Source: an optimization exercise on an open RTL-to-GDS flow (aim: small area, a short achievable clock period and few clock cycles). Production flows keep margins and buffers that such runs may drop.
Where RTL was checked, it was by simulation tests only, not by an equivalence proof against the original.

==> flow/design.v (excerpt) <==
module frx_rx (
    input  wire         clk,
    input  wire         rst,
    input  wire         cmd_valid,
    output wire         cmd_ready,
    input  wire [31:0]  cmd_word,
    output reg          rsp_valid,
    output reg  [3:0]   rsp_status,
    output wire [9:0]   rsp_plen,
    output wire [15:0]  rsp_rcur,
    output reg  [511:0] rsp_data,
    input  wire         rx_valid,
    output wire         rx_ready,
    input  wire [7:0]   rx_data,
    input  wire         rx_nobyte,
    input  wire         rx_ioerr
);
Size: ~4700 cells after synthesis, about 58000 um^2 of cells after synthesis.
Settings: LEC_CHECK=0, CAP_MARGIN=40, CORE_MARGIN=2, CORE_UTILIZATION=30, SLEW_MARGIN=40; clock period 35.0 ns.
standard.sh (not shown) runs the stock make flow with config.mk's settings and CLKGATE_MAP_FILE= SYNTH_SCRIPT=/design/flow/synth_recipe.tcl, a recipe that flattens the netlist after the stock synthesis.
==> flow/flow/run.sh <==
#!/bin/bash
# The standard layout (standard.sh, unchanged synthesis, power grid and
# tap cells), with two changes to how it is made:
#  - timing repair aims at 26.4 ns of setup slack instead of 0, so the
#    resizer upsizes and buffers the longest paths;
#  - ports are buffered with buf_1 instead of the default delay buffer.
# The full ORFS/make output goes to standard.log in this folder.
set -euo pipefail
bash standard.sh SETUP_SLACK_MARGIN=26.4 \
    "BUFFER_PORTS_ARGS=-buffer_cell sky130_fd_sc_hd__buf_1" \
    finish > standard.log 2>&1
The baseline completed without violations.
Testbench counts at the start, summed over its fixed seeds: cycles 32,000.
==> next run, changes <==
--- a/flow/design.v
+++ b/flow/design.v
@@ -19,15 +19,15 @@
                      ST_TRUNCATED = 4'd4, ST_INVALID = 4'd5, ST_ILLEGAL = 4'd6;
     localparam [3:0] RS_SYNC0 = 4'd0, RS_SYNC1 = 4'd1, RS_SYNC2 = 4'd2, RS_SYNC3 = 4'd3,
                      RS_REQID = 4'd4, RS_LENLO = 4'd5, RS_LENHI = 4'd6,
                      RS_PAYLOAD = 4'd7, RS_CKLO = 4'd8, RS_CKHI = 4'd9;
     reg          busy;           
     reg  [3:0]   rs;
     reg  [7:0]   exp_id;
-    reg  [7:0]   lenlo;
+    reg          len_ok;         
     reg  [6:0]   dlen;           
     reg  [5:0]   widx;           
     reg  [7:0]   cklo;
     reg  [15:0]  acc;
     reg  [7:0]   breg;           
     reg          acc_add, acc_clr;
     reg  [6:0]   plen;           
@@ -214,15 +214,14 @@
             RS_SYNC1: expb = 8'hF0;
             RS_SYNC2: expb = 8'hAD;
             RS_SYNC3: expb = 8'h8B;
             default:  expb = exp_id;
         endcase
     end
     wire b_match  = (b == expb);
-    wire len_ok   = (lenlo != 8'd0) && (lenlo <= 8'd64);
     wire last_pl  = ({1'b0, widx} == dlen - 7'd1);
     wire lo_match = (cklo == acc[7:0]);
     wire ck_ok    = lo_match && (b == acc[15:8]);
     always @(posedge clk) begin
         rsp_data <= dnext;
     end
     integer m;
@@ -265,14 +264,15 @@
         if (!mp) begin
             ment   <= (opc[3:0] == 4'hD);
             nlast  <= (opc[3:0] == 4'hD) ? 2'd2 : nlast_q;
             slen_q <= (opc[3:0] == 4'hD) ? 6'd38 : slen[5:0];
             uerr   <= (opc[3:0] != 4'hD) & u_err;
         end
         mfirst <= 1'b0;
+        rsp_status <= ST_OK;
         if (acc_clr)
             acc <= 16'd0;
         else if (acc_add)
             acc <= (acc + {8'd0, breg}) << 1;
         breg    <= b;
         acc_add <= 1'b0;
         acc_clr <= 1'b0;
@@ -366,21 +366,21 @@
                         end else begin
                             acc_clr <= 1'b1;
                             rs      <= RS_SYNC0;
                         end
                     end
                     RS_LENLO: begin
                         acc_add <= 1'b1;
-                        lenlo   <= b;
+                        dlen    <= b[6:0];
+                        len_ok  <= (b != 8'd0) && (b <= 8'd64);
                         rs      <= RS_LENHI;
                     end
                     RS_LENHI: begin
                         if (len_ok && b == 8'd0) begin
                             acc_add <= 1'b1;
-                            dlen    <= lenlo[6:0];
                             widx    <= 6'd0;
                             rs      <= RS_PAYLOAD;
                         end else begin
                             acc_clr <= 1'b1;
                             rs      <= RS_SYNC0;
                         end
                     end
Effect:
- die area stays flat
- critical path depth goes down by 1
- final area goes up by about 0.9%
- cell count goes up by 3.2%
- non-clock buffer count goes up by 27
- clock-buffer cell count goes up by 3
Only the layout flow was run in the second run of this note; the RTL was not checked for function there.

## port drivers added, routing unchanged
Ports are ideal in the flow. The routed layouts listed here were re-timed in OpenROAD.
Step 1: set_driving_cell puts a clkbuf_16 on clk and a buf_2 on each other input, an assumption about the parent block.
Step 2, shift: input delay + t, output delay - t, t = (earliest + latest rising clock arrival at the registers) / 2. This alone moves slack from input paths to output paths.
Slacks: ideal / step 1 / step 2; pairs: ideal / step 1.
run | shift t [ns] | setup WS [ns] | worst setup path after step 2 | worst data-port slew with drivers (ns)
the first run | 0.855 | 26.398 / 26.377 / 25.590 | input to register | 0.10
the second run | 0.881 | 26.369 / 26.372 / 25.548 | input to register | 0.10
After both steps setup and hold are still met in every run listed. For the second run, which loses most, drivers alone change the setup slack by +0.003 ns; drivers and shift together by -0.821 ns.
